Background: an optimization exercise with open tools, aiming at small area, a short achievable clock period and few clock cycles. Do not read the settings as production practice. RTL that was checked went through simulation tests only; none was proved equivalent to the original. Function not checked in runs 3 and 4: the RTL went through the layout flow alone. No activity file was given, so power comes from the tool's default toggle rates.

## config.mk

```make
export PLATFORM = sky130hd
export DESIGN_NAME = npk_preview
export DESIGN_NICKNAME = npk_preview
export VERILOG_FILES = /design/flow/design.v
export SDC_FILE = /design/flow/constraint.sdc
export NUM_CORES = 4
export LEC_CHECK = 0
export CAP_MARGIN = 20
export CORE_MARGIN = 2
export CORE_UTILIZATION = 40
export SLEW_MARGIN = 20
```

## constraint.sdc

```tcl
create_clock -name core_clock -period 10.0 [get_ports {clk}]
set_input_delay 2.0000 -clock core_clock [delete_from_list [all_inputs] [get_ports {clk}]]
set_output_delay 2.0000 -clock core_clock [all_outputs]
set_load 0.01 [all_outputs]
```

## design.v

```verilog
module npk_preview (
    input  wire        clk,
    input  wire        rst,
    input  wire        start,
    input  wire [2:0]  start_frames,     
    input  wire [16:0] start_out,        
    output wire        ready,
    input  wire        ld_valid,
    input  wire [7:0]  ld_data,
    output wire        ld_ready,
    output wire        out_valid,
    output wire [7:0]  out_data,
    input  wire        out_ready,
    output wire        done
);
    reg        ready_q, idle_n;      
    reg        done_q;
    reg        load_r;               
    reg        emit_r;               
    reg        ldr_q, ldr_n;         
    reg [2:0]  frames;
    reg [16:0] outn;                 
    reg [5:0]  lcnt;                 
    reg [5:0]  pos;                  
    wire idle    = ~idle_n;
    wire ldr     = ~ldr_n;
    wire take    = ldr & ld_valid;
    wire go      = idle & start;
    wire lastld  = (lcnt[3:0] == 4'hf) & (lcnt[5:4] == frames[1:0] - 2'd1);
    wire out0    = &outn;            
    wire ldend   = take & lastld;
    reg [7:0]  ring [0:63];
    integer k;
    always @(posedge clk) begin
        ring[0] <= ldr ? ld_data : ring[63];
        for (k = 1; k < 64; k = k + 1)
            ring[k] <= ring[k-1];
    end
    wire [7:0] tap = ring[{pos[5:3], 3'b111}];
    reg [17:0] e;                    
    reg [7:0]  jj;                   
    reg [1:0]  ahead;                
    reg [7:0]  bb0, bb1;             
    wire       fpar   = jj[1] ^ ahead[0];    
    wire       eneg   = e[17];
    wire       jfst   = (jj[4:0] == 5'd0);
    wire       jend   = jfst & (jj[7:5] == frames);
    wire       have   = (ahead != 2'd0);
    reg        ov_q, ovn;            
    reg [4:0]  od;
    wire oready   = ovn | out_ready;                 
    wire emit_pre = emit_r & eneg & (have | jfst) & ~jend;
    wire settle   = emit_r & ~eneg & (~jj[0] | have);
    wire [12:0] xh   = e[17:5] + {10'd0, frames};
    wire [17:0] x    = {xh, e[4:0]};
    wire        xge  = ~xh[12];
    wire [7:0]  s    = load_r ? {frames, 5'd0} : (eneg ? x[7:0] : e[7:0]);
    wire [17:0] y    = {10'd0, s} + {1'b1, outn} + 18'd1;
    wire [17:0] e_em = xge ? y : x;                  
    wire [17:0] e_st = (settle | load_r) ? y : e;    
    wire        fetch = emit_r & (pos[2:0] == 3'b111) & (ahead != 2'd2);
    wire [7:0] cb   = jj[1] ? bb1 : bb0;
    wire [3:0] nib  = jj[0] ? cb[3:0] : cb[7:4];
    wire [4:0] val  = jfst ? 5'b01111 : {nib, 1'b0};
    wire jinc_st = settle;
    wire jinc_em = emit_pre & xge;
    wire [7:0] jj1 = jj + 8'd1;
    wire [1:0] ah_f = ahead + {1'b0, fetch};
    wire [1:0] ah_fb = ah_f - 2'd1;
    always @(posedge clk) begin
        if (idle) begin
            frames <= start_frames;
            outn   <= ~start_out;
        end
        if (idle) begin
            lcnt <= 6'd0;
            pos  <= 6'd0;
        end else if (load_r) begin
            lcnt <= lcnt + {5'd0, take};
            if (ldend)
                pos <= lcnt;             
            else if (!take)
                pos <= pos + 6'd1;
        end else if (!fetch) begin
            pos <= pos + 6'd1;
        end
        if (load_r) begin
            jj    <= 8'd0;
            ahead <= 2'd0;
        end else begin
            if (jinc_st | (jinc_em & oready)) jj <= jj1;
            ahead <= ((jinc_st | (jinc_em & oready)) & jj[0]) ? ah_fb : ah_f;
            if (fetch) begin
                if (fpar) bb1 <= tap; else bb0 <= tap;
            end
        end
        e <= (emit_pre & oready) ? e_em : e_st;
        if (ldend & load_r)
            od <= 5'b01111;
        else if (oready)
            od <= val;
        if (rst) begin
            ready_q <= 1'b1;
            idle_n  <= 1'b0;
            done_q  <= 1'b0;
            load_r  <= 1'b0;
            emit_r  <= 1'b0;
            ldr_q   <= 1'b0;
            ldr_n   <= 1'b1;
            ov_q    <= 1'b0;
            ovn     <= 1'b1;
        end else begin
            if (ldend & load_r) begin
                ov_q <= ~out0;
                ovn  <= out0;
            end else if (oready) begin
                ov_q <= emit_pre;
                ovn  <= ~emit_pre;
            end
            if (go) begin
                ready_q <= 1'b0;
                idle_n  <= 1'b1;
                done_q  <= (start_frames == 3'd0);
                load_r  <= (start_frames != 3'd0);
                ldr_q   <= (start_frames != 3'd0);
                ldr_n   <= (start_frames == 3'd0);
                emit_r  <= 1'b0;
            end else if (load_r) begin
                if (ldend) begin
                    load_r <= 1'b0;
                    ldr_q  <= 1'b0;
                    ldr_n  <= 1'b1;
                    emit_r <= ~out0;
                    done_q <= out0;
                end else begin
                    ldr_q <= ldr ? take : (pos == 6'd63);
                    ldr_n <= ldr ? ~take : (pos != 6'd63);
                end
            end else if (emit_r) begin
                if (jend & oready) begin
                    emit_r <= 1'b0;
                    done_q <= 1'b1;
                end
            end else if (idle_n) begin
                ready_q <= 1'b1;
                idle_n  <= 1'b0;
                done_q  <= 1'b0;
            end
        end
    end
    assign ready     = ready_q;
    assign done      = done_q;
    assign ld_ready  = ldr_q;
    assign out_valid = ov_q;
    assign out_data  = {od, 3'b000};
endmodule
```

## flow/run.sh

```bash
#!/bin/bash
# Layout flow: the standard ORFS flow (the standard.sh) with tighter
# timing-repair targets, plain buffers on the ports and a leaner clock tree.
export SETUP_SLACK_MARGIN=7
export BUFFER_PORTS_ARGS="-buffer_cell sky130_fd_sc_hd__buf_2"
export CTS_ARGS="-sink_clustering_enable -repair_clock_nets -dont_use_dummy_load -sink_clustering_size 25 -sink_clustering_max_diameter 100 -buf_list {sky130_fd_sc_hd__clkbuf_16}"
bash standard.sh > standard.log 2>&1
```

## standard.sh

```bash
#!/bin/bash
# synth_recipe.tcl (not shown) runs the flow's synth.tcl, then flattens the netlist and writes it again
# the make line also repeats each setting of config.mk as NAME=value (left out here)
make -C /OpenROAD-flow-scripts/flow DESIGN_CONFIG=/design/flow/config.mk WORK_HOME=/design/flow/orfs CLKGATE_MAP_FILE= SYNTH_SCRIPT=/design/flow/synth_recipe.tcl "${@:-finish}"
```

==> impl_metrics.tcl, run 1 <==
set metrics [dict create \
    grt-ovfl-total 0 \
    drive_gt1_share_pct 13.59 \
    syn_area_um2 15590 \
    r2r_end "e[9]$_DFFE_PP_" \
    cts_max_level 1 \
    port-buffer-count 41 \
    yosysMostFrequentCell "dfxtp_1" \
    p_comb_share_pct 5.1 \
    synth_seq_cells 602 \
    placed_cell_area_um2 16400 \
    drv_cap 0 \
    clock_power_share_pct 28.9 \
    hold_class "flip-flop to flip-flop" \
    grt_pass1_wl_mm 36.08 \
    drv_slew 0 \
    min_period_over_period_pct 29.88 \
    timing.rr.start "frames[0]$_DFFE_PN_" \
    drc 0 \
    clock-root-buffer "clkbuf_16" \
    synth_cells 1041 \
    syn_avg_cell_area_um2 14.98 \
    status "no timing/DRC/antenna violations" \
    worst-setup-path-type "flip-flop to output port" \
    p_int_mw 3.192 \
    peakVddDrop_v 0.0001309 \
    slowest_delay_ns 0.34 \
    nets 1160 \
    async_flop_share_pct 0 \
    switching_power_uw 819.1 \
    whs_path_depth 0 \
    drt_pass1_iterations 4 \
    final_util_pct 45.03 \
    p_leak_nw 6.835 \
    synth_top_area_share_pct 70.35 \
    dpl.cell_count 1580 \
    yosysWarnings 2 \
    design_area_um2 17360 \
    swShare_pct 20.42 \
    postRouteAntennaNets 0 \
    synth_commonest_cells "dfxtp_1 (548), edfxtp_1 (54), nor2_1 (45)" \
    path_cells "buf_6" \
    arrival_ns 0.99 \
    syn2layout_area_growth_pct 11.33 \
    num_vias 7156 \
    finalHoldViolCount 0 \
    fp.coreArea_um2 38560 \
    viasPerCell 4.409 \
    grtUsageTotal_pct 11.01 \
    die_x_um 201.4 \
    rsz0062_at_grt "true" \
    final_cell_count_no_fill 1623 \
    antenna_found_initial 1 \
    dieHeight_um 201.4 \
    placementRows 72 \
    drt-initial-drc-count 333 \
    ys_seq_area_share_pct 80.75 \
    first_global_vias 6886 \
    routed_wl_mm 22.44 \
    end_kind "output port" \
    numCtsBuffers 28 \
    clk_latency_ns 0.56 \
    grt_max_degree 43 \
    powerDensity_nw_per_um2 231.0 \
    synth-main-ff-cell "dfxtp_1" \
    numClockSinks 602 \
    synth_top_area_cell "dfxtp_1" \
    io_pins 45 \
    cts_buffer_depth 3 \
    wire_per_inst_um 13.83 \
    holdPathEnd "ring[1][2]$_DFF_P_" \
    cts_tree "done" \
    cts.clk_slew.worst_paths_ns 0.09 \
    reg2reg_depth 11 \
    cp-start-kind "flip-flop" \
    finalSetupTns_ns 0 \
    p_seq_share_pct 66.0 \
    critPathBufInv 1 \
    die_area_um2 40580 \
    dp_hpwl_mm 14.30 \
    cpMaxStageDelayCell "dfxtp_2" \
    start_util_pct 40.44 \
    reg2reg_slack_ns 7.08 \
    worstMarginPinSlew_ns 0.9561 \
    skew_ns 0.03663 \
    hp-start "ring[0][2]$_DFF_P_" \
    cp.required_ns 8.00 \
    max_freq_mhz 334.7 \
    gp_congestion 0.7754 \
    ys_types 63 \
    crit_family "flip-flops" \
    crit_path_max_fanout 2 \
    period_needed_ns 2.988 \
    synth_edf_count 54 \
    final-setup-viol-count 0 \
    slew_headroom_pct 36.17 \
    cts_hold_buf 0 \
    yosys-top-cells-area "dfxtp_1 (70%), edfxtp_1 (10%), ha_1 (1.5%)" \
]
metal layers:
layer / part of all wire, % / global-route usage [%]
met5: 0 / 0
met4: 2.1 / 2.994
met1: 52 / 16.43
met2: 42 / 16.42
met3: 4.2 / 2.008
how the worst max path moves through the flow:
| stage | endpoint | cells after the start | slack (ns) | startpoint |
|---|---|---|---|---|
| global route | e[15]$_DFFE_PP_ | 12 | 6.92 | frames[0]$_DFFE_PN_ |
| floorplan | done_q$_SDFFE_PP0P_ | 6 | 6.83 | out_ready |
| global placement | e[10]$_DFFE_PP_ | 4 | 6.46 | out_ready |
| CTS | out_data[3] | 1 | 6.98 | od[0]$_SDFFE_PP1N_ |
| detailed placement | e[10]$_DFFE_PP_ | 4 | 6.38 | out_ready |
| finish | out_data[7] | 1 | 7.01 | od[4]$_SDFFE_PP0N_ |
power by group through the flow:
| stage | combinational, mW | clock, mW | sequential (mW) |
|---|---|---|---|
| CTS | 0.192 | 1.21 | 2.65 |
| global placement | 0.166 | 0 | 2.70 |
| global route | 0.227 | 1.29 | 2.66 |
| floorplan | 0.131 | 0 | 2.68 |
| detailed placement | 0.169 | 0 | 2.70 |
| finish | 0.205 | 1.16 | 2.65 |
layout by cell type, fill, tap and decap left out, types with 6 or more instances in the layout:
cell type	Yosys	final
a211oi_1	8	8
a21o_1	6	6
a21oi_1	26	23
and3_1	11	10
buf_2	2	32
buf_4	3	19
buf_6	1	9
clkbuf_16	0	28
dfxtp_1	548	539
dfxtp_2	0	9
edfxtp_1	54	54
ha_1	19	17
inv_1	30	30
mux2_2	15	15
mux2i_1	18	18
mux4_2	10	10
nand2_1	37	37
nand2b_1	8	8
nand3_1	11	11
nand4_1	8	8
nor2_1	45	44
nor2b_1	13	13
nor3_1	9	7
o21ai_0	30	24
or3_1	7	6
xnor2_1	11	10
xor2_1	22	22
stage by stage:
stage                     total power [mW]  setup WS (ns)  hold slack [ns]
final                                4.011          7.012           0.2813
after CTS                            4.048          6.977           0.2864
after floorplan                      2.809          6.825           0.3096
after global placement               2.865          6.459           0.3102
after global routing                 4.180          6.923           0.2819
after detailed placement             2.871          6.377           0.3121
final cells by class:
type	instances	area (um2)
Antenna cell	1	2.502
Clock buffer	28	700.7
Fill cell	3483	21200
Inverter	30	112.6
Multi-Input combinational cell	384	2889
Sequential cell	602	12600
Tap cell	518	648.1
Timing Repair Buffer	60	404.1
repair_timing:
action	CTS	global route
setup buffers	9	5
gates cloned	0	0
gates resized for setup	31	8
endpoints found under the setup margin	23	18
pin swaps	1	6
sequential cells by signal, indices dropped and copies added (netlist names), 2 cells and up:
name and count:
ahead 2, e 18, ring 512, pos 6, frames 3, jj 8
lcnt 6, od 5, outn 17, bb0 8, bb1 8
kinds of logic (layout without fill, tap and decap cells):
kind of cell	count (synthesis)	after routing	synth area share [%]
flip-flops	602	602	80.75
AND/OR/NAND/NOR	170	170	5.569
AO/OA/AOI/OAI	113	113	4.758
buffers and inverters	57	118	1.508
multiplexers	44	44	3.755
XOR/XNOR	33	33	1.853
adder cells (fa/ha/maj)	21	21	1.781
other	1	4	0.02405
Testbench counts, summed over its fixed seeds: cycles 40,390.
==> run 2, diff against run 1 <==
==> flow/run.sh (replaced) <==
#!/bin/bash
# Layout flow: the standard ORFS flow (the standard.sh) with tighter
# timing-repair targets, plain buffers on the ports and a leaner clock tree.
export SETUP_SLACK_MARGIN=7
export BUFFER_PORTS_ARGS="-buffer_cell sky130_fd_sc_hd__buf_2"
export CTS_ARGS="-sink_clustering_enable -repair_clock_nets -dont_use_dummy_load -sink_clustering_size 32 -sink_clustering_max_diameter 70 -buf_list {sky130_fd_sc_hd__clkbuf_16}"
bash standard.sh > standard.log 2>&1
==> run 2 against run 1 <==
Still clean on timing, DRC and antenna. Global-route usage fell by 0.091 points. Sequential cell count stayed put. Register-to-register slack got worse by 0.04 ns. Worst hold slack lost 0.00071 ns. Clock skew up 0.015 ns. Clock-buffer cell count fell by 3. Via count fell by 0.81%. Non-clock buffer count decreased by 2. Routed wire length about the same. Combinational power hardly changed. Largest cell class unchanged. Highest routed layer unchanged.
==> impl_metrics.tcl, run 2 <==
set metrics [dict create \
    status "no timing/DRC/antenna violations" \
    synth_seq_cells 602 \
    cp.required_ns 10.41 \
    synth_commonest_cells "dfxtp_1 (548), edfxtp_1 (54), nor2_1 (45)" \
    arrival_ns 3.39 \
    finalHoldViolCount 0 \
    synth-main-ff-cell "dfxtp_1" \
    ys_seq_area_share_pct 80.75 \
    first_global_vias 6851 \
    crit_path_max_fanout 17 \
    reg2reg_slack_ns 7.04 \
    powerDensity_nw_per_um2 229.1 \
    drc 0 \
    gp_congestion 0.7754 \
    async_flop_share_pct 0 \
    worst-setup-path-type "primary input to flip-flop" \
    numCtsBuffers 25 \
    syn_avg_cell_area_um2 14.98 \
    cp-startpoint "out_ready" \
    peakVddDrop_v 0.0001131 \
    grt-ovfl-total 0 \
    yosysWarnings 2 \
    nets 1155 \
    placementRows 72 \
    largest_reg_flops 512 \
    cpMaxStageDelayCell "a21oi_2" \
    critPathBufInv 1 \
    cts_max_level 1 \
    top_regs "ring: 512 flops, e: 18 flops, outn: 17 flops" \
    dp_hpwl_mm 14.30 \
    postRouteAntennaNets 0 \
    max_freq_mhz 335.8 \
    timing.rr.start "frames[0]$_DFFE_PN_" \
    fp.coreArea_um2 38560 \
    syn2layout_area_growth_pct 10.75 \
    numClockSinks 602 \
    num_vias 7098 \
    min_period_over_period_pct 29.78 \
    worstMarginPinSlew_ns 0.9628 \
    cts.clk_slew.worst_paths_ns 0.11 \
    slew_headroom_pct 35.73 \
    multiInputGateArea_um2 2889 \
    slowest_delay_ns 0.58 \
    rsz0062_at_grt "true" \
    synthXorXnorAreaFrac_pct 1.853 \
    viasPerCell 4.387 \
    io_pins 45 \
    finalSetupTns_ns 0 \
    drt_pass1_iterations 4 \
    final_cell_mix "dfxtp_1 (539), edfxtp_1 (54), nor2_1 (44)" \
    synth.area.mux_share_pct 3.755 \
    ys_types 63 \
    path_cells "buf_2 -> nor2_4 -> a2111oi_4 -> a21oi_2 -> nor3_1 -> mux2_1" \
    grt_max_degree 43 \
    yosys.area_share.adder_pct 1.781 \
    drv_cap 0 \
    yosys-top-cells-area "dfxtp_1 (70%), edfxtp_1 (10%), ha_1 (1.5%)" \
    cts_buffer_depth 3 \
    synth_cells 1041 \
    skew_ns 0.05132 \
    period_needed_ns 2.978 \
    antenna_found_initial 1 \
    hold_class "flip-flop to flip-flop" \
    port-buffer-count 41 \
    synth_top_area_share_pct 70.35 \
    clk_latency_ns 0.55 \
    p_leak_nw 6.790 \
    crit_family "compound AO/OA/AOI/OAI gates" \
    syn_area_um2 15590 \
    synth_top_family_by_area "simple AND/OR/NAND/NOR gates" \
    routed_wl_mm 22.44 \
    start_util_pct 40.44 \
    wire_per_inst_um 13.87 \
    regMostFlops "ring" \
    die_area_um2 40580 \
    dieHeight_um 201.4 \
    final-setup-viol-count 0 \
    hp-start "ring[46][3]$_DFF_P_" \
    fillers 3490 \
    die_x_um 201.4 \
    grt_pass1_wl_mm 35.81 \
    drt-initial-drc-count 353 \
    yosysMostFrequentCell "dfxtp_1" \
    finalPower_mw 3.956 \
    drive_gt1_share_pct 13.19 \
    cts_tree "done" \
    synthSimpleGateAreaFrac_pct 5.568 \
    drv_slew 0 \
    cp-start-kind "primary input" \
    synth-compound-area-share_pct 4.758 \
    synth_edf_count 54 \
    end_kind "flip-flop" \
    grtUsageTotal_pct 10.92 \
    synth_top_area_cell "dfxtp_1" \
    clock-root-buffer "clkbuf_16" \
    mostFrequentLayoutCell "dfxtp_1" \
    regArea_um2 12600 \
]
[run 2: cell types whose count changed in the layout (fill, tap and decap cells not counted)]
cell	change
clkbuf_16	-3
buf_4	-2
[run 2: cell type report]
cell class | instances | share of cell area, %
Sequential cell | 602 | 72.98
Multi-Input combinational cell | 384 | 16.73
Tap cell | 518 | 3.753
Clock buffer | 25 | 3.622
Timing Repair Buffer | 58 | 2.253
Inverter | 30 | 0.6520
Antenna cell | 1 | 0.01449
[run 2: worst reg2reg max path, cell delays in order, from the launching register on]
cell and delay (ns):
edfxtp_1 0.40, ha_2 0.22, fa_2 0.37, xnor2_2 0.17
nor2_1 0.06, a21oi_1 0.11, o21ai_1 0.09, ha_1 0.37
buf_4 0.16, and4_1 0.20, a221oi_2 0.31, xor2_1 0.17
mux2i_1 0.08
[run 2: timing repair]
item	in CTS	in global routing
hold endpoints to repair	0	0
hold buffers	0	0
setup endpoints to repair	23	18
buffers inserted	5	7
gates resized for setup	30	9
pin swaps	2	8
[run 2: worst paths after layout]
| check | endpoint | depth (start not counted) |
|---|---|---|
| setup / recovery | jj[6]$_SDFFE_PP0N_ | 6 |
| hold / removal | ring[47][3]$_DFF_P_ | 0 |
| setup reg to reg | e[9]$_DFFE_PP_ | 12 |
| hold reg to reg | ring[47][3]$_DFF_P_ | 0 |
[run 2: metrics by stage]
| stage | hold WS [ns] | area, um2 | util [%] | worst slack (ns) | std cells |
|---|---|---|---|---|---|
| final | 0.2806 | 17270 | 44.79 | 7.022 | 1618 |
| after global routing | 0.2873 | 17270 | 44.79 | 6.901 | 1617 |
| after CTS | 0.2837 | 17180 | 44.56 | 6.998 | 1610 |
| after detailed placement | 0.3121 | 16400 | 42.54 | 6.377 | 1580 |
| after global placement | 0.3102 | 16400 | 42.54 | 6.459 | 1580 |
| after floorplan | 0.3096 | 15650 | - | 6.825 | 1043 |
[run 2: kinds of logic (layout without fill, tap and decap cells)]
logic type,after synthesis,after routing
xor gates and xnor gates,33,33
and+or+nand+nor,170,170
buffers and inverters,57,113
muxes,44,44
other,1,4
DFF,602,602
adders and majority gates,21,21
AOI/OAI and AO/OA,113,113
[run 2: report_power, final]
| group | switching (mW) | internal (mW) |
|---|---|---|
| combinational | 0.106 | 0.102 |
| clock | 0.652 | 0.449 |
| sequential | 0.0533 | 2.59 |
| total | 0.811 | 3.14 |
[run 2: metal layers]
metal / share of wire [%] / wire [um] / track usage [%] / vias up
met5: 0 / 0 / 0 / -
met4: 1.3 / 302 / 2.468 / 0
met3: 5.0 / 1116 / 2.268 / 26
met2: 42 / 9415 / 16.44 / 112
met1: 52 / 11610 / 16.18 / 3378
li1: - / - / - / 3582
==> run 3, diff against run 2 <==
--- a/design.v
+++ b/design.v
@@ -42,4 +42,4 @@
     reg [1:0]  ahead;                
+    reg        fpar;                 
     reg [7:0]  bb0, bb1;             
-    wire       fpar   = jj[1] ^ ahead[0];    
     wire       eneg   = e[17];
@@ -50,12 +50,14 @@
     reg [4:0]  od;
-    wire oready   = ovn | out_ready;                 
-    wire emit_pre = emit_r & eneg & (have | jfst) & ~jend;
+    reg        sv;
+    reg [4:0]  sd;
+    wire ofree    = ovn | out_ready;                 
+    wire emit     = emit_r & eneg & (have | jfst) & ~jend & ~sv;
     wire settle   = emit_r & ~eneg & (~jj[0] | have);
-    wire [12:0] xh   = e[17:5] + {10'd0, frames};
-    wire [17:0] x    = {xh, e[4:0]};
-    wire        xge  = ~xh[12];
-    wire [7:0]  s    = load_r ? {frames, 5'd0} : (eneg ? x[7:0] : e[7:0]);
+    wire [3:0]  x3   = {1'b0, e[7:5]} + {1'b0, frames};
+    wire        xge  = (&e[17:8]) & x3[3];
+    wire [9:0]  xu   = e[17:8] + {9'd0, x3[3]};
+    wire [17:0] x    = {xu, x3[2:0], e[4:0]};
+    wire [2:0]  s3   = load_r ? frames : (eneg ? x3[2:0] : e[7:5]);
+    wire [7:0]  s    = {s3, (load_r ? 5'd0 : e[4:0])};
     wire [17:0] y    = {10'd0, s} + {1'b1, outn} + 18'd1;
-    wire [17:0] e_em = xge ? y : x;                  
-    wire [17:0] e_st = (settle | load_r) ? y : e;    
     wire        fetch = emit_r & (pos[2:0] == 3'b111) & (ahead != 2'd2);
@@ -64,4 +66,3 @@
     wire [4:0] val  = jfst ? 5'b01111 : {nib, 1'b0};
-    wire jinc_st = settle;
-    wire jinc_em = emit_pre & xge;
+    wire jinc = settle | (emit & xge);
     wire [7:0] jj1 = jj + 8'd1;
@@ -89,6 +90,8 @@
             ahead <= 2'd0;
+            fpar  <= 1'b0;
         end else begin
-            if (jinc_st | (jinc_em & oready)) jj <= jj1;
-            ahead <= ((jinc_st | (jinc_em & oready)) & jj[0]) ? ah_fb : ah_f;
+            if (jinc) jj <= jj1;
+            ahead <= (jinc & jj[0]) ? ah_fb : ah_f;
             if (fetch) begin
+                fpar <= ~fpar;
                 if (fpar) bb1 <= tap; else bb0 <= tap;
@@ -96,7 +99,12 @@
         end
-        e <= (emit_pre & oready) ? e_em : e_st;
+        if (load_r | settle | (emit & xge))
+            e <= y;
+        else if (emit)
+            e <= x;
         if (ldend & load_r)
             od <= 5'b01111;
-        else if (oready)
-            od <= val;
+        else if (ofree)
+            od <= sv ? sd : val;
+        if (~ofree & emit)
+            sd <= val;
         if (rst) begin
@@ -111,2 +119,3 @@
             ovn     <= 1'b1;
+            sv      <= 1'b0;
         end else begin
@@ -115,6 +124,10 @@
                 ovn  <= out0;
-            end else if (oready) begin
-                ov_q <= emit_pre;
-                ovn  <= ~emit_pre;
+            end else if (ofree) begin
+                ov_q <= sv | emit;
+                ovn  <= ~(sv | emit);
             end
+            if (ofree)
+                sv <= 1'b0;
+            else if (emit)
+                sv <= 1'b1;
             if (go) begin
@@ -139,3 +152,3 @@
             end else if (emit_r) begin
-                if (jend & oready) begin
+                if (jend & ~sv & ofree) begin
                     emit_r <= 1'b0;
==> flow/run.sh (replaced) <==
#!/bin/bash
# Layout flow: the standard ORFS flow (the standard.sh) with tighter
# timing-repair targets, plain buffers on the ports and a leaner clock tree.
export SETUP_SLACK_MARGIN=7
export BUFFER_PORTS_ARGS="-buffer_cell sky130_fd_sc_hd__buf_2"
export CTS_ARGS="-sink_clustering_enable -repair_clock_nets -dont_use_dummy_load -sink_clustering_size 25 -sink_clustering_max_diameter 100 -buf_list {sky130_fd_sc_hd__clkbuf_16}"
bash standard.sh > standard.log 2>&1
==> run 3 against run 2 <==
Still clean. Cell count rose by 2.6%. Fmax decreased by 1.7%. First-iteration DRC count fell by 4.2%.
==> impl_metrics.tcl, run 3 <==
set metrics [dict create \
    powerDensity_nw_per_um2 222.8 \
    fillers 3555 \
    switching_power_uw 815.5 \
    grt-ovfl-total 0 \
    yosysMostFrequentCell "dfxtp_1" \
    postRouteAntennaNets 0 \
    ys_seq_area_share_pct 79.69 \
    grt_max_degree 51 \
    cp-start-kind "flip-flop" \
    end_kind "output port" \
    finalSetupTns_ns 0 \
    p_leak_nw 6.981 \
    path_cells "buf_6" \
    rsz0062_at_grt "true" \
    fp.coreArea_um2 39640 \
    synth_seq_cells 609 \
    num_vias 7360 \
    synth_top_area_cell "dfxtp_1" \
    final_cell_count_no_fill 1660 \
    wire_per_inst_um 14.20 \
    dp_hpwl_mm 14.45 \
    cts_tree "done" \
    cp.required_ns 8.00 \
    regMostFlops "ring" \
    synth_cells 1070 \
    yosysWarnings 2 \
    routed_wl_mm 23.57 \
    synth_commonest_cells "dfxtp_1 (550), edfxtp_1 (59), nand2_1 (48)" \
    dpl.cell_count 1615 \
    path_depth 1 \
    viasPerCell 4.434 \
    numClockSinks 609 \
    drv_cap 0 \
    gp_congestion 0.8377 \
    p_comb_share_pct 4.5 \
    nets 1194 \
    status "no timing/DRC/antenna violations" \
    cts.clk_slew.worst_paths_ns 0.10 \
    antenna_cells 0 \
    antenna_found_initial 0 \
    p_int_mw 3.175 \
    worstMarginPinSlew_ns 0.8217 \
    start_util_pct 40.46 \
    swShare_pct 20.44 \
    largest_reg_flops 512 \
    syn2layout_area_growth_pct 11.65 \
    grtUsageTotal_pct 11.39 \
    io_pins 45 \
    drt_pass1_iterations 4 \
    dieHeight_um 204.3 \
    cts_buffer_depth 3 \
    cts_max_level 1 \
    die_x_um 204.3 \
    clock_power_share_pct 29.4 \
    clock-root-buffer "clkbuf_16" \
    drc 0 \
    placementRows 73 \
    drive_gt1_share_pct 15.59 \
    slew_headroom_pct 44.89 \
    p_seq_share_pct 66.1 \
    crit_path_max_fanout 2 \
    cts_hold_buf 0 \
    mostFrequentLayoutCell "dfxtp_1" \
    critPathBufInv 1 \
    port-buffer-count 41 \
    slowest_delay_ns 0.37 \
    async_flop_share_pct 0 \
    min_period_over_period_pct 30.29 \
    pre_cts_ws_ns 6.291 \
    reg2reg_depth 13 \
    synth_top_area_share_pct 68.64 \
    arrival_ns 1.03 \
    whs_path_depth 0 \
    fin_ws_ns 6.971 \
    numCtsBuffers 28 \
    hold_class "flip-flop to flip-flop" \
    skew_ns 0.06420 \
    drt-initial-drc-count 338 \
    peakVddDrop_v 0.0001324 \
    clk_latency_ns 0.58 \
    top_regs "ring: 512 flops, e: 18 flops, outn: 17 flops" \
    ys_types 60 \
    synth_edf_count 59 \
    syn_avg_cell_area_um2 14.99 \
    finalPower_mw 3.991 \
    first_global_vias 7065 \
    final_cell_mix "dfxtp_1 (541), edfxtp_1 (59), nand2_1 (45)" \
    drv_slew 0 \
    synth-main-ff-cell "dfxtp_1" \
    max_freq_mhz 330.1 \
    finalHoldViolCount 0 \
    die_area_um2 41720 \
    worst-setup-path-type "flip-flop to output port" \
    period_needed_ns 3.029 \
    final-setup-viol-count 0 \
    cpMaxStageDelayCell "dfxtp_4" \
    syn_area_um2 16040 \
    grt_pass1_wl_mm 37.69 \
    yosys-top-cells-area "dfxtp_1 (69%), edfxtp_1 (11%), mux4_2 (2.0%)" \
    crit_family "flip-flops" \
]
-- run 3: repair_timing --
item | in CTS | in global routing
setup buffers | 11 | 6
setup endpoints to repair | 37 | 36
resized for setup | 34 | 22
pin swaps | 9 | 12
hold endpoints to repair | 0 | 0
-- run 3: power groups by stage --
stage / registers, mW / clock network, mW / logic (mW)
2_1_floorplan: 2.67 / 0 / 0.111
3_3_place_gp: 2.69 / 0 / 0.144
3_5_place_dp: 2.69 / 0 / 0.147
4_1_cts: 2.64 / 1.21 / 0.164
5_1_grt: 2.65 / 1.31 / 0.199
6_report: 2.64 / 1.17 / 0.181
-- run 3: final timing paths --
kind / slack, ns / startpoint / end
setup / recovery: 6.97 / ldr_q$_SDFFE_PP0P_ / ld_ready
hold / removal: 0.28 / ring[8][6]$_DFF_P_ / ring[9][6]$_DFF_P_
setup reg to reg: 7.02 / e[5]$_DFFE_PP_ / e[13]$_DFFE_PP_
hold reg to reg: 0.28 / ring[8][6]$_DFF_P_ / ring[9][6]$_DFF_P_
-- run 3: per-layer routing --
layer / global-route usage (%) / wire, um / up-vias
met5: 0 / 0 / -
met4: 2.950 / 460 / 0
met3: 2.248 / 908 / 34
met2: 16.69 / 9823 / 104
met1: 17.15 / 12380 / 3517
li1: - / - / 3705
-- run 3: logic make-up (layout without fill, tap and decap cells) --
| family | Yosys count | count (layout) | share of synthesized area [%] |
|---|---|---|---|
| flops | 609 | 609 | 79.69 |
| simple gates | 187 | 187 | 5.959 |
| fa+ha+maj | 24 | 24 | 1.966 |
| xor+xnor | 32 | 32 | 1.747 |
| other cells | 1 | 3 | 0.02338 |
| buf+inv | 64 | 127 | 1.646 |
| compound gates | 90 | 90 | 3.682 |
| mux | 63 | 63 | 5.289 |
-- run 3: area by class of cell --
type | instances | area [um2] | area share (%)
Sequential cell | 609 | 12800 | 71.47
Multi-Input combinational cell | 399 | 3167 | 17.68
Clock buffer | 28 | 700.7 | 3.913
Tap cell | 525 | 656.9 | 3.668
Timing Repair Buffer | 63 | 442.9 | 2.473
Inverter | 36 | 142.6 | 0.7965
-- run 3: per-stage QoR --
stage	hold slack (ns)	utilization, %	instance area [um2]
6_report	0.2766	45.18	17910
3_3_place_gp	0.3098	42.53	16860
4_1_cts	0.2732	44.82	17770
3_5_place_dp	0.3121	42.53	16860
2_1_floorplan	0.3096	-	16100
5_1_grt	0.2900	45.18	17910
==> run 4, diff against run 3 <==
--- a/flow/run.sh
+++ b/flow/run.sh
@@ -3,3 +3,3 @@
 # timing-repair targets, plain buffers on the ports and a leaner clock tree.
-export SETUP_SLACK_MARGIN=7
+export SETUP_SLACK_MARGIN=7.3
 export BUFFER_PORTS_ARGS="-buffer_cell sky130_fd_sc_hd__buf_2"
==> run 4 against run 3 <==
Still clean on timing, DRC and antenna. Non-clock buffer count rose by 12. Clock-buffer cell count did not move. Global-route usage fell by 0.10 points. Sequential share of layout area fell by 0.75 points. Worst hold slack improved by 0.012 ns. Register-to-register slack improved by 0.06 ns. Via count barely moved. First-iteration DRC count rose by 1.2%. Final area rose by 1.1%. Cell count rose by 0.78%. Area after synthesis did not move. Combinational power rose by 4%. Critical path type unchanged. Critical endpoint unchanged.
==> impl_metrics.tcl, run 4 <==
set metrics [dict create \
    status "no timing/DRC/antenna violations" \
    routed_wl_mm 23.61 \
    antenna_cells 0 \
    synth_commonest_cells "dfxtp_1 (550), edfxtp_1 (59), nand2_1 (48)" \
    grt_pass1_wl_mm 37.58 \
    crit_family "flip-flops" \
    cts_max_level 1 \
    syn_avg_cell_area_um2 14.99 \
    port-buffer-count 41 \
    grt_max_degree 46 \
    die_x_um 204.3 \
    ys_types 60 \
    rsz0062_at_grt "true" \
    hp-start "ring[57][7]$_DFF_P_" \
    worstMarginPinSlew_ns 1.010 \
    syn2layout_area_growth_pct 12.86 \
    finalHoldViolCount 0 \
    hold_class "flip-flop to flip-flop" \
    drv_cap 0 \
    slowest_delay_ns 0.37 \
    max_freq_mhz 329.7 \
    critPathBufInv 1 \
    num_vias 7366 \
    ys_seq_area_share_pct 79.69 \
    cp-start-kind "flip-flop" \
    synth_top_area_cell "dfxtp_1" \
    r2r_end "e[11]$_DFFE_PP_" \
    synth_seq_cells 609 \
    fillers 3540 \
    grtUsageTotal_pct 11.29 \
    placementRows 73 \
    powerDensity_nw_per_um2 221.0 \
    end_kind "output port" \
    yosysWarnings 2 \
    worst-setup-path-type "flip-flop to output port" \
    numCtsBuffers 28 \
    nets 1207 \
    synth_edf_count 59 \
    yosysMostFrequentCell "dfxtp_1" \
    cts_buffer_depth 3 \
    start_util_pct 40.46 \
    largest_reg_flops 512 \
    cts.clk_slew.worst_paths_ns 0.10 \
    clk_latency_ns 0.58 \
    wire_per_inst_um 14.11 \
    fp.coreArea_um2 39640 \
    finalPower_mw 4.000 \
    die_area_um2 41720 \
    drc 0 \
    reg2reg_depth 13 \
    reg2reg_slack_ns 7.08 \
    drt_pass1_iterations 4 \
    drt-initial-drc-count 342 \
    drv_slew 0 \
    drive_gt1_share_pct 17.77 \
    arrival_ns 1.03 \
    design_area_um2 18100 \
    period_needed_ns 3.033 \
    p_leak_nw 7.056 \
    top_regs "ring: 512 flops, e: 18 flops, outn: 17 flops" \
    mostFrequentLayoutCell "dfxtp_1" \
    holdPathEnd "ring[58][7]$_DFF_P_" \
    yosys-top-cells-area "dfxtp_1 (69%), edfxtp_1 (11%), mux4_2 (2.0%)" \
    dieHeight_um 204.3 \
    skew_ns 0.04919 \
    slew_headroom_pct 32.56 \
    antenna_found_initial 0 \
    numClockSinks 609 \
    cpMaxStageDelayCell "dfxtp_4" \
    gp_congestion 0.7863 \
    cp.required_ns 8.00 \
    timing.rr.start "frames[0]$_DFFE_PN_" \
    async_flop_share_pct 0 \
    path_cells "buf_6" \
    synth_cells 1070 \
    cts_tree "done" \
    clock-root-buffer "clkbuf_16" \
    grt-ovfl-total 0 \
    postRouteAntennaNets 0 \
    io_pins 45 \
    first_global_vias 7143 \
    dp_hpwl_mm 14.69 \
    syn_area_um2 16040 \
    placed_cell_area_um2 16890 \
    crit_path_max_fanout 2 \
    finalSetupTns_ns 0 \
    final_cell_mix "dfxtp_1 (539), edfxtp_1 (59), nand2_1 (45)" \
    viasPerCell 4.403 \
    peakVddDrop_v 0.0001369 \
    synth-main-ff-cell "dfxtp_1" \
    synth_top_area_share_pct 68.64 \
    whs_path_depth 0 \
    regMostFlops "ring" \
    final-setup-viol-count 0 \
    min_period_over_period_pct 30.33 \
]
## run 4: worst max path at each step
stage / from / endpoint / depth (start not counted)
6_report: ldr_q$_SDFFE_PP0P_ / ld_ready / 1
5_1_grt: frames[0]$_DFFE_PN_ / e[11]$_DFFE_PP_ / 13
4_1_cts: ldr_q$_SDFFE_PP0P_ / ld_ready / 1
3_5_place_dp: ld_valid / ovn$_SDFFE_PP1P_ / 6
3_3_place_gp: ld_valid / ovn$_SDFFE_PP1P_ / 6
2_1_floorplan: out_ready / done_q$_SDFFE_PP0P_ / 6
## run 4: cells by family (layout without fill, tap and decap cells)
kind of cell / Yosys count / in the layout / synth area share [%]
simple gates: 187 / 187 / 5.959
compound gates: 90 / 90 / 3.682
other cells: 1 / 3 / 0.02338
flops: 609 / 609 / 79.69
mux: 63 / 63 / 5.289
buf+inv: 64 / 140 / 1.646
fa+ha+maj: 24 / 24 / 1.966
xor+xnor: 32 / 32 / 1.747
## run 4: power by group
part / leakage, nW / internal [mW] / switching, mW
combinational: 1.64 / 0.0934 / 0.0953
clock: 0.345 / 0.499 / 0.672
sequential: 5.07 / 2.59 / 0.0479
## run 4: routing by layer
layer	up-vias	share of wire (%)	global-route usage, %
met4	0	2.2	2.847
met2	91	43	17.24
met5	-	0	0
met1	3515	52	16.85
li1	3727	-	-
met3	33	3.4	1.578
## run 4: area by class of cell
class | instances | area, um2 | share of cell area (%)
flip-flops and latches | 609 | 12800 | 70.71
multi-input cells | 399 | 3259 | 18.01
clock buffers | 28 | 700.7 | 3.871
well taps | 525 | 656.9 | 3.629
repair buffers | 75 | 534.3 | 2.951
inverters | 36 | 145.1 | 0.8018
repair inverters | 1 | 5.005 | 0.02765
## run 4: metrics by stage
step	worst slack (ns)	hold WS [ns]	cells	utilization, %
2_1_floorplan	6.921	0.3096	1072	-
3_3_place_gp	6.220	0.3100	1614	42.62
4_1_cts	6.937	0.2870	1658	45.17
5_1_grt	6.925	0.2912	1673	45.67
6_report	6.967	0.2886	1673	45.67
3_5_place_dp	6.197	0.3121	1614	42.62
## run 4: timing repair
item,4_1_cts,5_1_grt
setup buffers,16,13
pin swaps,27,16
setup endpoints to repair,54,40
gates cloned,0,1
hold buffers,0,0
gates resized for setup,42,18

==> re-timing with driven ports <==
No port has a modelled driver above. Below, the same layouts with a new extraction and two added sets of constraints.
Step 1 sets driving cells, clkbuf_16 on the clock port and buf_2 on the other inputs (assumed; they add their load-dependent delay and slew).
Step 2, shift: input delay + t, output delay - t, t = (earliest + latest rising clock arrival at the registers) / 2. This alone moves slack from input paths to output paths.
a / b / c = ideal ports / drivers / drivers and shift; a / b = the first two.
run | t, ns | setup slack, ns | worst hold slack (ns) | worst setup path at the end | pins driven straight from the clock port
run 1 | 0.591 | 7.012 / 6.966 / 6.481 | 0.281 / 0.281 / 0.281 | input to register | 1
run 2 | 0.577 | 7.022 / 6.983 / 6.471 | 0.281 / 0.281 / 0.281 | input to register | 1
run 3 | 0.605 | 6.971 / 6.921 / 6.607 | 0.277 / 0.277 / 0.277 | input to register | 1
run 4 | 0.599 | 6.967 / 6.920 / 6.708 | 0.289 / 0.289 / 0.289 | input to register | 1
After both steps setup and hold are still met in every run listed. For run 2, which loses most, drivers alone change the setup slack by -0.039 ns; drivers and shift together by -0.551 ns.
